This design comes from an exercise in tuning for small area, a short achievable clock period and few clock cycles on the open sky130 flow, not from production work.
In this exercise RTL edits were held to simulation tests only and were not proved equivalent to the original.
Power figures rest on the tool's default switching activity, not on a simulated workload.

**flow/config.mk**
```make
export PLATFORM = sky130hd
export DESIGN_NAME = rtx_offload
export DESIGN_NICKNAME = rtx_offload
export VERILOG_FILES = /design/flow/design.v
export SDC_FILE = /design/flow/constraint.sdc
export NUM_CORES = 4
export LEC_CHECK = 0
export CAP_MARGIN = 50
export CORE_MARGIN = 2
export CORE_UTILIZATION = 50
export SLEW_MARGIN = 70
```
**flow/constraint.sdc**
```tcl
create_clock -name core_clock -period 20.0 [get_ports {clk}]
set_input_delay 4.0000 -clock core_clock [delete_from_list [all_inputs] [get_ports {clk}]]
set_output_delay 4.0000 -clock core_clock [all_outputs]
set_load 0.01 [all_outputs]
```
**flow/design.v**
```verilog
module rtx_offload (
    input  wire        clk,
    input  wire        rst,
    input  wire        cmd_valid,
    output wire        cmd_ready,
    input  wire [31:0] cmd_data,
    input  wire        cmd_last,
    output wire        rsp_valid,
    input  wire        rsp_ready,
    output wire [31:0] rsp_data,
    output wire        rsp_last
);
    localparam [2:0] ST_OK      = 3'd0;
    localparam [2:0] ST_ILLEGAL = 3'd1;
    localparam [2:0] ST_NOCFG   = 3'd2;
    localparam [2:0] ST_ARG     = 3'd3;
    localparam [2:0] ST_FULL    = 3'd5;
    localparam [2:0] ST_RANGE   = 3'd7;
    localparam [7:0] OP_NOP     = 8'h00;
    localparam [7:0] OP_RDREG   = 8'h01;
    localparam [7:0] OP_SRESET  = 8'h02;
    localparam [7:0] OP_WADD    = 8'h10;
    localparam [7:0] OP_WDIFF   = 8'h11;
    localparam [7:0] OP_WWRAP   = 8'h12;
    localparam [7:0] OP_WUNWRAP = 8'h13;
    localparam [7:0] OP_TINIT   = 8'h40;
    localparam [7:0] OP_TSENT   = 8'h41;
    localparam [7:0] OP_TACK    = 8'h42;
    localparam [7:0] OP_TTICK   = 8'h43;
    localparam [7:0] OP_TSEQNO  = 8'h44;
    localparam [1:0] K_V    = 2'd0;    
    localparam [1:0] K_WRAP = 2'd1;    
    localparam [1:0] K_TICK = 2'd2;    
    reg rst_q;
    always @(posedge clk) rst_q <= rst;
    function [11:0] f_oh;
        input [7:0] op;
        begin
            f_oh = 12'd0;
            case (op)
                OP_NOP:     f_oh[0]  = 1'b1;
                OP_RDREG:   f_oh[1]  = 1'b1;
                OP_SRESET:  f_oh[2]  = 1'b1;
                OP_WADD:    f_oh[3]  = 1'b1;
                OP_WDIFF:   f_oh[4]  = 1'b1;
                OP_WWRAP:   f_oh[5]  = 1'b1;
                OP_WUNWRAP: f_oh[6]  = 1'b1;
                OP_TINIT:   f_oh[7]  = 1'b1;
                OP_TSENT:   f_oh[8]  = 1'b1;
                OP_TACK:    f_oh[9]  = 1'b1;
                OP_TTICK:   f_oh[10] = 1'b1;
                OP_TSEQNO:  f_oh[11] = 1'b1;
                default:    ;
            endcase
        end
    endfunction
    reg        ib_full;
    reg [2:0]  wcnt;
    reg [7:0]  ib_op;
    reg [11:0] ib_oh;                
    reg        ib_hbad;              
    reg [15:0] ib_len;
    reg [31:0] op0, op1, op2, op3;
    reg [1:0]  step;                 
    reg        fb;                   
    reg        fkb;                  
    reg        fire;                 
    reg        sk_v;
    reg        sk_last;
    reg [7:0]  sk_op;
    reg [11:0] sk_oh;
    reg        sk_hbad;
    reg [15:0] sk_len;
    reg        ov, olast;
    reg [31:0] odata;
    reg [2:0]  ridx;                 
    reg [2:0]  rn;                   
    reg [1:0]  rk;
    reg [7:0]  rop;
    reg [2:0]  rstat;
    reg [1:0]  rflags;
    reg [31:0] V0, V1, V2;
    reg [15:0] V3;
    reg        pbusy;                
    reg        pab;                  
    reg        pdone;                
    reg [3:0]  pcnt;                 
    reg        cfgd;
    reg [31:0] isn, irto, mretx;
    reg [63:0] nxt;                  
    reg [63:0] lst;                  
    reg [19:0] hs;                   
    reg [15:0] win;
    reg [31:0] rto, rem, consec;
    reg        run;
    reg [2:0]  qh;
    reg [3:0]  qc;
    reg [19:0] qe [0:7];             
    wire        qne    = (qc != 4'd0);
    wire [19:0] qhead  = qe[qh];
    wire [15:0] hlen   = qhead[15:0] - hs[15:0];
    wire [15:0] win1   = (win == 16'd0) ? 16'd1 : win;
    wire        h_bw   = hs > lst[19:0];
    wire [11:0] h_mid  = lst[31:20] - {11'd0, h_bw};
    wire        h_b2   = h_bw && (lst[31:20] == 12'd0);
    wire [31:0] h_lo   = {h_mid, hs};
    wire is_nop  = ib_oh[0];
    wire is_rd   = ib_oh[1];
    wire is_srst = ib_oh[2];
    wire is_wadd = ib_oh[3];
    wire is_wdif = ib_oh[4];
    wire is_wwrp = ib_oh[5];
    wire is_wunw = ib_oh[6];
    wire is_init = ib_oh[7];
    wire is_sent = ib_oh[8];
    wire is_ack  = ib_oh[9];
    wire is_tick = ib_oh[10];
    wire is_seq  = ib_oh[11];
    wire is_t    = is_sent || is_ack || is_tick || is_seq;
    wire       ib_len0 = (ib_len == 16'd0);
    wire       known   = |ib_oh;
    wire       uselen  = is_rd || is_sent;
    wire [2:0] wexp    = (is_wadd || is_wdif || is_ack) ? 3'd3 :
                         (is_wwrp || is_init)           ? 3'd4 :
                         is_wunw                        ? 3'd5 :
                         is_tick                        ? 3'd2 : 3'd1;
    wire legal = known && !ib_hbad && (uselen || ib_len0) && (wcnt == wexp);
    reg        rd_ok;
    reg [4:0]  rd_id;
    always @(*) begin
        rd_ok = 1'b1;
        rd_id = 5'd0;
        case (ib_len)
            16'h0000: rd_id = 5'd16;
            16'h0001: rd_id = 5'd17;
            16'h0003: rd_id = 5'd18;
            default: begin
                rd_id = {1'b0, ib_len[3:0]};
                rd_ok = (ib_len[15:4] == 12'h400);
            end
        endcase
    end
    wire rd_usable = (ib_len[3:0] == 4'd12);
    reg [2:0] pre_st;
    always @(*) begin
        pre_st = ST_OK;
        if (!legal)
            pre_st = ST_ILLEGAL;
        else if (is_t && !cfgd)
            pre_st = ST_NOCFG;
        else if (is_rd && !rd_ok)
            pre_st = ST_ARG;
        else if (is_sent && ib_len0)
            pre_st = ST_ARG;
        else if (is_ack && (|op1[31:16]))
            pre_st = ST_ARG;
        else if (is_sent && qc[3])
            pre_st = ST_FULL;
    end
    wire pre_ok = (pre_st == ST_OK);
    wire s0 = (step == 2'd0);
    reg [1:0] nsteps;
    reg [2:0] need;
    always @(*) begin
        nsteps = 2'd0;
        need   = 3'd1;
        if (is_rd)                  nsteps = rd_usable ? 2'd2 : 2'd1;
        else if (is_sent || is_seq) nsteps = 2'd1;
        else if (is_tick) begin     nsteps = 2'd2; need = s0 ? 3'd1 : 3'd2; end
        else if (is_ack) begin      nsteps = 2'd1; need = 3'd2; end
        else if (is_wunw) begin     nsteps = 2'd2; need = s0 ? 3'd3 : 3'd4; end
    end
    wire        k_big  = op3[31] && (|op3[30:0]);
    wire        k_sub  = (fkb || (|lst[63:32])) && k_big;    
    wire [20:0] g_d    = op0[20:0] - nxt[20:0];
    wire        k_gt   = !k_sub && ((|op3[31:20]) || (!g_d[20] && (g_d != 21'd0)));
    wire        a_adv  = !k_sub && !k_gt && (op3 != 32'd0);
    wire steps_d = (step == nsteps);
    wire pstart  = !pbusy && !pdone && ib_full && is_ack && steps_d &&
                   pre_ok && !fb && a_adv;
    wire pgo     = pbusy || pstart;
    wire pblk    = pbusy && pab;
    wire a_ready = ib_full && (steps_d || !pre_ok) && !pblk;
    wire a_run   = !steps_d && !pblk && (wcnt >= need) &&
                   (!ib_full || pre_ok);
    wire can_go  = (ridx == rn) && !pblk;
    wire go      = a_ready && can_go;
    assign cmd_ready = !ib_full || !sk_v;
    wire take    = cmd_valid && cmd_ready;
    wire to_sk   = ib_full && !go;       
    wire [2:0] wbase = ib_full ? 3'd0 : wcnt;
    reg [31:0] ax, ay;
    reg        asub;
    always @(*) begin
        ax   = op0;
        ay   = op1;
        asub = 1'b1;
        if (is_rd) begin
            case (ib_len[3:0])
                4'd8:    begin ax = rto;   ay = rem;    end
                4'd13:   begin ax = mretx; ay = consec; end
                default: begin
                    if (rd_usable && !s0) begin ax = {16'd0, win1}; ay = op2; end
                    else                  begin ax = nxt[31:0]; ay = {12'd0, hs}; end
                end
            endcase
        end else if (is_ack) begin
            ay = isn;
        end else if (is_tick) begin
            ax = rem;
            ay = op0;
        end else if (is_wadd) begin
            asub = 1'b0;
        end else if (is_wwrp) begin
            ay   = op2;
            asub = 1'b0;
        end else if (is_sent) begin
            ax   = nxt[31:0];
            ay   = {16'd0, ib_len};
            asub = 1'b0;
        end
    end
    wire [32:0] alu   = {1'b0, ax} + {1'b0, ay ^ {32{asub}}} + {32'd0, asub};
    wire [31:0] ar    = alu[31:0];
    wire        acry  = alu[32];          
    wire [19:0] p_abs  = pab ? lst[19:0] : op0[19:0];
    wire [19:0] p_d    = p_abs - qhead;
    wire        p_pop  = qne && !p_d[19];
    wire        p_end  = !p_pop || (qc == 4'd1);
    wire [3:0]  pcnt_n = (pstart ? 4'd0 : pcnt) + {3'd0, pgo && p_pop};
    reg  [31:0] bx, by, bz;
    reg  [1:0]  bcin;
    always @(*) begin
        bx   = isn;
        by   = nxt[31:0];
        bz   = 32'd0;
        bcin = 2'd0;
        if (is_ack) begin
            bx   = op0;
            by   = ~isn;
            bz   = ~lst[31:0];
            bcin = 2'd2;
        end else if (is_wunw) begin
            bx   = op0;
            by   = ~op2;
            bcin = 2'd1;
        end else if (is_tick) begin
            by   = op3;
        end
    end
    wire [31:0] b_s  = bx ^ by ^ bz;
    wire [32:0] b_c  = {(bx & by) | (bx & bz) | (by & bz), 1'b0};
    wire [33:0] bsum = {2'd0, b_s} + {1'b0, b_c} + {32'd0, bcin};
    wire [31:0] br   = bsum[31:0];
    wire        k_ci   = !acry;                        
    wire        k_b    = k_ci ? (bsum[33:32] == 2'b00) : (bsum[33:32] == 2'b01);
    wire        w_big  = op1[31] && (|op1[30:0]);
    wire        w_err  = fb && (&op3);
    wire        w_sub  = (fb || (|op3)) && w_big;
    reg  [31:0] hx;
    reg         hdec;
    always @(*) begin
        hx   = lst[63:32];
        hdec = 1'b1;                  
        if (is_wunw) begin
            hx   = op3;
            hdec = !fb;
        end else if (is_ack) begin
            hdec = 1'b0;              
        end else if (is_sent) begin
            hx   = nxt[63:32];
            hdec = 1'b0;
        end
    end
    wire [31:0] hx_i  = hx ^ {32{hdec}};
    wire [31:0] hinc  = hx_i + 32'd1;
    wire [31:0] hres  = hinc ^ {32{hdec}};
    wire [31:0] h_hi  = h_b2 ? hres : lst[63:32];
    wire [31:0] cinc  = consec + 32'd1;
    wire [16:0] s_lo   = {1'b0, nxt[15:0]} + {1'b0, ib_len};
    wire        s_ovf  = s_lo[16] && (&nxt[63:16]);
    reg [2:0] x_st;
    always @(*) begin
        x_st = pre_st;
        if (pre_ok) begin
            if (is_wunw && w_err)
                x_st = ST_RANGE;
            else if (is_ack && fb)
                x_st = ST_RANGE;
            else if (is_sent && s_ovf)
                x_st = ST_RANGE;
        end
    end
    wire x_ok = (x_st == ST_OK);
    reg [2:0] x_n;
    reg [1:0] x_k;
    always @(*) begin
        x_n = 3'd1;
        x_k = K_V;
        if (x_ok) begin
            if (is_rd || is_wunw || is_ack)            x_n = 3'd3;
            else if (is_wadd || is_wdif || is_wwrp)    x_n = 3'd2;
            else if (is_tick) begin x_n = 3'd6; x_k = K_TICK; end
            else if (is_sent) begin x_n = 3'd4; x_k = K_WRAP; end
            else if (is_seq)  begin x_n = 3'd2; x_k = K_WRAP; end
        end
    end
    reg [63:0] rd_val;
    always @(*) begin
        rd_val = 64'd0;
        case (rd_id)
            5'd16: rd_val = 64'd1;
            5'd17: rd_val = {61'd0, cfgd, 2'b00};
            5'd18: rd_val = 64'd8;
            5'd0:  rd_val = {32'd0, isn};
            5'd1:  rd_val = {32'd0, irto};
            5'd2:  rd_val = {32'd0, mretx};
            5'd3:  rd_val = nxt;
            5'd4:  rd_val = lst;
            5'd5:  rd_val = {48'd0, win};
            5'd6:  rd_val = {44'd0, op2[19:0]};
            5'd7:  rd_val = {32'd0, rto};
            5'd8:  rd_val = {32'd0, op2};
            5'd9:  rd_val = {63'd0, run};
            5'd10: rd_val = {32'd0, consec};
            5'd11: rd_val = {60'd0, qc};
            5'd12: rd_val = {48'd0, op2[15:0]};
            5'd13: rd_val = {63'd0, op2[0]};
            5'd14: rd_val = qne ? {h_hi, h_lo} : 64'd0;
            5'd15: rd_val = {48'd0, qne ? hlen : 16'd0};
            default: ;
        endcase
    end
    always @(posedge clk) begin
        if (rst) begin
            ib_full <= 1'b0;
            wcnt    <= 3'd0;
            step    <= 2'd0;
            sk_v    <= 1'b0;
        end else begin
            if (go && sk_v) begin
                wcnt    <= 3'd1;
                ib_full <= sk_last;
                sk_v    <= 1'b0;
            end else if (take && !to_sk) begin
                wcnt    <= (wbase == 3'd7) ? 3'd7 : wbase + 3'd1;
                ib_full <= cmd_last;
            end else if (go) begin
                wcnt    <= 3'd0;
                ib_full <= 1'b0;
            end
            if (take && to_sk) begin
                sk_v    <= 1'b1;
                sk_last <= cmd_last;
            end
            if (go)
                step <= 2'd0;
            else if (a_run)
                step <= step + 2'd1;
        end
    end
    always @(posedge clk) begin
        if (!sk_v) begin
            sk_op   <= cmd_data[31:24];
            sk_oh   <= f_oh(cmd_data[31:24]);
            sk_hbad <= |cmd_data[23:16];
            sk_len  <= cmd_data[15:0];
        end
        if (go && sk_v) begin
            ib_op   <= sk_op;
            ib_oh   <= sk_oh;
            ib_hbad <= sk_hbad;
            ib_len  <= sk_len;
        end else if (!ib_full || go) begin
            case (wbase)
                3'd0: begin
                    ib_op   <= cmd_data[31:24];
                    ib_oh   <= f_oh(cmd_data[31:24]);
                    ib_hbad <= |cmd_data[23:16];
                    ib_len  <= cmd_data[15:0];
                end
                3'd1: op0 <= cmd_data;
                3'd2: op1 <= cmd_data;
                3'd3: op2 <= cmd_data;
                3'd4: op3 <= cmd_data;
                default: ;
            endcase
        end
        if (a_run) begin
            if (is_rd) begin
                case (ib_len[3:0])
                    4'd12:   op2 <= s0 ? {12'd0, ar[19:0]}
                                      : {16'd0, (!acry || op2[15:0] == win1) ? 16'd0 : ar[15:0]};
                    4'd13:   op2 <= {31'd0, !acry};
                    default: op2 <= ar;
                endcase
            end else if (is_tick) begin
                if (s0) begin
                    op2 <= h_hi;
                    op3 <= h_lo;
                end else begin
                    op0  <= br;
                    op1  <= ar;
                    fire <= run && (!acry || rem == op0);
                end
            end else if (is_sent) begin
                op0 <= ar;
                op1 <= acry ? hres : nxt[63:32];
                op2 <= br;
            end else if (is_seq) begin
                op2 <= br;
            end else if (is_ack) begin
                op0  <= ar;
                op3  <= br;
                fb   <= k_b && (&lst[63:32]);
                fkb  <= k_b;
            end else begin
                if (s0)
                    op0 <= ar;
                else begin
                    op1 <= br;
                    fb  <= !bsum[32];
                end
            end
        end
    end
    wire [31:0] rto2  = rto[31] ? 32'hFFFF_FFFF : {rto[30:0], 1'b0};
    always @(posedge clk) begin
        if (rst_q) begin
            cfgd   <= 1'b0;
            isn    <= 32'd0;
            irto   <= 32'd0;
            mretx  <= 32'd0;
            nxt    <= 64'd0;
            lst    <= 64'd0;
            hs     <= 20'd0;
            win    <= 16'd1;
            rto    <= 32'd0;
            rem    <= 32'd0;
            run    <= 1'b0;
            consec <= 32'd0;
            qh     <= 3'd0;
            qc     <= 4'd0;
        end else begin
            if (pgo) begin
                if (p_pop) begin
                    qh <= qh + 3'd1;
                    qc <= qc - 4'd1;
                    hs <= qhead;
                end
                if (p_end)
                    run <= p_pop ? (qc != 4'd1) : qne;
            end
            if (go && x_ok) begin
                case (ib_op)
                    OP_SRESET: begin
                        cfgd   <= 1'b0;
                        isn    <= 32'd0;
                        irto   <= 32'd0;
                        mretx  <= 32'd0;
                        nxt    <= 64'd0;
                        lst    <= 64'd0;
                        hs     <= 20'd0;
                        win    <= 16'd1;
                        rto    <= 32'd0;
                        rem    <= 32'd0;
                        run    <= 1'b0;
                        consec <= 32'd0;
                        qh     <= 3'd0;
                        qc     <= 4'd0;
                    end
                    OP_TINIT: begin
                        cfgd   <= 1'b1;
                        isn    <= op0;
                        irto   <= op1;
                        mretx  <= op2;
                        nxt    <= 64'd0;
                        lst    <= 64'd0;
                        hs     <= 20'd0;
                        win    <= 16'd1;
                        rto    <= op1;
                        rem    <= op1;
                        run    <= 1'b0;
                        consec <= 32'd0;
                        qh     <= 3'd0;
                        qc     <= 4'd0;
                    end
                    OP_TSENT: begin
                        qe[qh + qc[2:0]] <= op0[19:0];
                        nxt <= {op1, op0};
                        qc  <= qc + 4'd1;
                        if (!run) begin
                            run <= 1'b1;
                            rem <= rto;
                        end
                    end
                    OP_TACK: begin
                        if (!k_gt) begin
                            win <= op1[15:0];
                            if (a_adv) begin
                                lst    <= {fkb ? hres : lst[63:32], op0};
                                rto    <= irto;
                                rem    <= irto;
                                consec <= 32'd0;
                            end
                        end
                    end
                    OP_TTICK: begin
                        if (fire) begin
                            if (win != 16'd0) begin
                                if (consec != 32'hFFFF_FFFF)
                                    consec <= cinc;
                                rto <= rto2;
                                rem <= rto2;
                            end else
                                rem <= rto;
                        end else if (run)
                            rem <= op1;
                    end
                    default: ;
                endcase
            end
        end
    end
    reg [31:0] nword;
    always @(*) begin
        nword = 32'd0;
        case (ridx)
            3'd0: nword = {rop, 5'd0, rstat, 16'd0};
            3'd1: case (rk)
                      K_V:     nword = V0;
                      K_WRAP:  nword = V2;
                      default: nword = {30'd0, rflags};
                  endcase
            3'd2: case (rk)
                      K_V:     nword = V1;
                      K_WRAP:  nword = V0;
                      default: nword = V2;
                  endcase
            3'd3: nword = (rk == K_WRAP) ? V1 : V0;
            3'd4: nword = V1;
            default: nword = {16'd0, V3};
        endcase
    end
    wire ofree = !ov || rsp_ready;
    wire more  = (ridx != rn) && !(pblk && ridx == 3'd2);
    wire tfq   = fire && qne;
    always @(posedge clk) begin
        if (rst) begin
            ov    <= 1'b0;
            olast <= 1'b0;
            ridx  <= 3'd0;
            rn    <= 3'd0;
            pbusy <= 1'b0;
            pab   <= 1'b0;
            pdone <= 1'b0;
        end else begin
            if (pgo) begin
                pbusy <= !p_end;
                if (!pab)
                    pdone <= 1'b1;
                if (p_end)
                    pab <= 1'b0;
            end
            if (go) begin
                pdone <= 1'b0;
                if (pgo && !p_end)
                    pab <= 1'b1;
                rn    <= x_n;
            end
            if (ofree) begin
                if (go) begin
                    ov    <= 1'b1;
                    olast <= (x_n == 3'd1);
                    ridx  <= 3'd1;
                end else if (more) begin
                    ov    <= 1'b1;
                    olast <= (ridx == rn - 3'd1);
                    ridx  <= ridx + 3'd1;
                end else begin
                    ov    <= 1'b0;
                    olast <= 1'b0;
                end
            end else if (go) begin
                ridx <= 3'd0;
            end
        end
    end
    always @(posedge clk) begin
        if (ofree)
            odata <= go ? {ib_op, 5'd0, x_st, 16'd0} : nword;
        if (pgo) begin
            pcnt <= pcnt_n;
            if (pab)
                V1[3:0] <= V1[3:0] + {3'd0, p_pop};
        end
        if (go) begin
            rop   <= ib_op;
            rstat <= x_st;
            rk    <= x_k;
            V0    <= 32'd0;
            V1    <= 32'd0;
            V2    <= op2;
            V3    <= 16'd0;
            case (ib_op)
                OP_RDREG: begin
                    V0 <= rd_val[31:0];
                    V1 <= rd_val[63:32];
                end
                OP_WADD, OP_WDIFF, OP_WWRAP: V0 <= ar;
                OP_WUNWRAP: begin
                    V0 <= op0;
                    V1 <= (fb ^ w_sub) ? hres : op3;
                end
                OP_TACK: begin
                    V0 <= {31'd0, !k_gt};
                    V1 <= {28'd0, (pgo || pdone) ? pcnt_n : 4'd0};
                end
                OP_TTICK: begin
                    rflags <= fire ? (qne ? 2'd3 : 2'd1) : 2'd0;
                    V2 <= op0;
                    if (tfq) begin
                        V0 <= op3;
                        V1 <= op2;
                        V3 <= hlen;
                    end else
                        V2 <= 32'd0;
                end
                OP_TSENT: begin
                    V0 <= nxt[31:0];
                    V1 <= nxt[63:32];
                end
                default: ;
            endcase
        end
    end
    assign rsp_valid = ov;
    assign rsp_data  = odata;
    assign rsp_last  = olast;
endmodule
```
**flow/run.sh**
```bash
#!/bin/bash
# synth_recipe.tcl (not shown) runs the flow's synth.tcl, then flattens the netlist and writes it again
# the make line also repeats each setting of config.mk as NAME=value (left out here)
make -C /OpenROAD-flow-scripts/flow DESIGN_CONFIG=/design/flow/config.mk WORK_HOME=/design/flow/orfs CLKGATE_MAP_FILE= SYNTH_SCRIPT=/design/flow/synth_recipe.tcl finish
```
==> results.txt <==
[kinds of logic (layout without fill, tap and decap cells)]
kind of cell    after synthesis  in the layout  synth area share
fa+ha+maj                   247            247           0.05607
compound gates             2248           2248            0.2646
xor+xnor                    227            227           0.03302
other cells                   0             14                 0
flops                       913            913            0.3702
mux                         376            376           0.07369
buf+inv                     851            905           0.05495
simple gates               1887           1887            0.1474
[layer usage]
layer,track usage,up-vias,part of all wire
li1,-,25590,-
met1,0.6584,30280,0.37
met4,0.2836,30,0.072
met5,0.005495,-,0.0013
met3,0.2621,1247,0.18
met2,0.6662,5682,0.38
[layout by cell type (no fill, tap or decap), drive strengths merged, types with 50 or more instances in the layout]
master	synthesis	layout
a211oi	257	257
a21o	77	77
a21oi	421	421
a221o	56	56
a221oi	87	87
a222oi	128	128
a22o	199	199
a22oi	107	107
buf	109	387
clkbuf	485	142
clkdlybuf4s50	0	57
dfxtp	512	512
edfxtp	401	401
ha	209	209
inv	254	256
mux2	128	128
mux2i	207	207
nand2	711	711
nand2b	52	52
nand3	122	122
nand3b	72	72
nand4	84	84
nor2	486	486
nor3	70	70
nor4	64	64
o211ai	50	50
o21ai	375	375
o221ai	81	81
o22ai	87	87
o31ai	63	63
xnor2	137	137
xor2	90	90
[stage by stage]
| stage | total power [mW] | std cells | utilization |
|---|---|---|---|
| global placement | 8.933 | 8055 | 0.5233 |
| detailed placement | 9.572 | 8203 | 0.5544 |
| global route | 12.46 | 8417 | 0.5895 |
| CTS | 11.58 | 8400 | 0.5837 |
| floorplan | 6.359 | 6749 | - |
| finish | 12.26 | 8429 | 0.5897 |
[final cells by class]
cell class | instances | share of cell area
clock inverters | 60 | 0.009575
inverters | 257 | 0.01406
multi-input cells | 4985 | 0.5264
clock buffers | 137 | 0.04007
repair buffers | 451 | 0.06318
flip-flops and latches | 913 | 0.3177
diodes | 14 | 0.0004965
well taps | 1612 | 0.02858
[how the worst max path moves through the flow]
stage,from,endpoint
floorplan,ib_len[5],V0[0]
CTS,qh[0],V1[2]
detailed placement,ib_oh[6],fb
global route,ib_oh[6],fb
finish,ib_oh[6],fb
global placement,ib_oh[6],fb
[worst max-delay path: stages, from the launching register on]
cell and delay, ns:
edfxtp_1 0.41, buf_12 0.20, buf_12 0.20, nor2_4 0.14, buf_8 0.20, buf_16 0.20
buf_16 0.19, mux2i_1 0.24, fa_1 0.45, fa_1 0.49, inv_1 0.04, ha_1 0.20
inv_1 0.08, fa_1 0.25, nor2b_1 0.08, o31a_1 0.32, o311ai_2 0.37, a31oi_4 0.24
o2111ai_1 0.26, nand2b_1 0.11, a221oi_1 0.26, clkdlybuf4s50_1 0.57, o21a_1 0.18, o31ai_1 0.09
or3_1 0.38, o22ai_1 0.14
[where the power goes]
group | internal, mW | switching, mW | total (mW)
logic | 2.45 | 5.02 | 7.48
registers | 2.28 | 0.490 | 2.77
clock network | 1.13 | 0.883 | 2.01
==> reports/results.txt <==
PnR worst setup slack = 13.44 ns
DIE AREA = 123200 um2
Die Ht = 351.0 um
worst slew pin tran = 0.5337 ns
max_cap viols = 0
Area contributors post-synth = edfxtp_1 (20%), dfxtp_1 (17%), nand2_1 (4.4%), ha_1 (4.3%), a21oi_1 (3.5%)
area share of the largest cell type after synthesis = 0.2000
main flop type after synthesis = dfxtp_1
drt first pass iters = 14
area of all sequential standard cells = 22420 um2
Worst EP arrival = 7.18 ns
setup TNS = 0 ns
status = complete, no violations
hold path cells = 0
Site Rows = 127
layout cells sized above 1 = 0.1765
pre-CTS setup slack = 13.91 ns
Post-CTS Resized = 0
Syn Nets = 7033
worst hold path type = reg -> reg
Setup crit end kind = register
CTS hold repair buffers = 0
via count = 62820
Clock Latency Late Sink = 0.80 ns
Routed Wire Length = 321100 um
CTS Buf Count = 104
post-synthesis sequential area ratio = 0.3702
RePlAce Congestion = 1.093
Max clock buf depth = 3
leakage = 24.96 nW
1st-iter DRT viols = 12480
number of synthesized flops with an enable pin = 401
CTS sink cnt = 913
Power Dens Cells = 173.8 nW/um2
final net count = 6996
Min-Delay Startpoint = ib_op[2]
core area = 119700 um2
Final Cycle Share = 0.3282
H-tree depth = 3
hpwl dp = 238900 um
r2r endpoint = fb
setup repair bufs after CTS = 0
area grow syn2layout = 17.20%
count leader, synth = nand2_1
Die X = 351.0 um
Post-Synthesis Cells = 6749
min Tclk post-route = 6.564 ns
Hold Vio Cnt, Final = 0
Clock transition at path regs = 0.06 ns
Vias/cell = 7.453
CTS tree = yes
mapped cell area = 60210 um2
area leader, netlist = edfxtp_1
largest net degree at the start of global routing = 70
Netlist cell types = 99
final setup vio count = 0
Worst Setup Start Kind = register
IO buf count = 71
Hold WS = 0.4875 ns
CP Data Required Time = 20.62 ns
Layout fillers = 10590
kind of critical path = reg -> reg
total gr overflow = 0
antenna violations before repair = 29
root buf cell = clkbuf_16
Area after DPL = 66340 um2
number of top-level pins = 72
area of the multi-input gates = 37140 um2
worst-path fanout max = 50
WL/cell = 38.10 um
VDD IR-drop max = 0.1198 mV
vias in the first global route = 56700
worst reg2reg startpoint = ib_oh[6]
Hold EP = rop[2]
number of remaining DRC errors = 0
first-pass GRT wire length = 441800 um
RSZ-0062 raised after global routing = false
Pins Over Slew Limit = 0
Final Skew = 0.08713 ns
Synth top cells by count = nand2_1 (711), dfxtp_1 (512), nor2_1 (486), clkbuf_1 (469), a21oi_1 (421)
total track usage = 0.5067
FMAX = 0.1524 GHz
r2r setup slk = 13.44 ns
DRT antenna net count = 0
Synth async-reset ratio = 0
depth of the most critical reg-to-reg path = 25
max FFs per register = 160
Worst slew margin = 0.6437
flops & latches, synth = 913
Synthesis Warnings = 1
Design Area, Final = 70560 um2
syn_area_per_cell = 8.921 um2
Initial Util = 0.5032
Testbench counts, summed over its fixed seeds: cycles 32,414.

==> separate check: timing with driven ports <==
No port has a modelled driver above. Below, the same layout with a new extraction and two added sets of constraints. Step 1 assumes that a clkbuf_16 drives the clock port and a buf_2 every other input. Step 2, shift: input delay + t, output delay - t, t = (earliest + latest rising clock arrival at the registers) / 2. This alone moves slack from input paths to output paths. Slacks: ideal / step 1 / step 2; pairs: ideal / step 1.
t, ns: 0.836
setup WS [ns]: 13.436 / 13.436 / 13.436
worst data-port slew with drivers (ns): 0.05
pins driven straight from the clock port: 1
After both steps this run still meets setup and hold. The setup slack of this run moves by 0.000 ns with the drivers and by 0.000 ns with both steps.
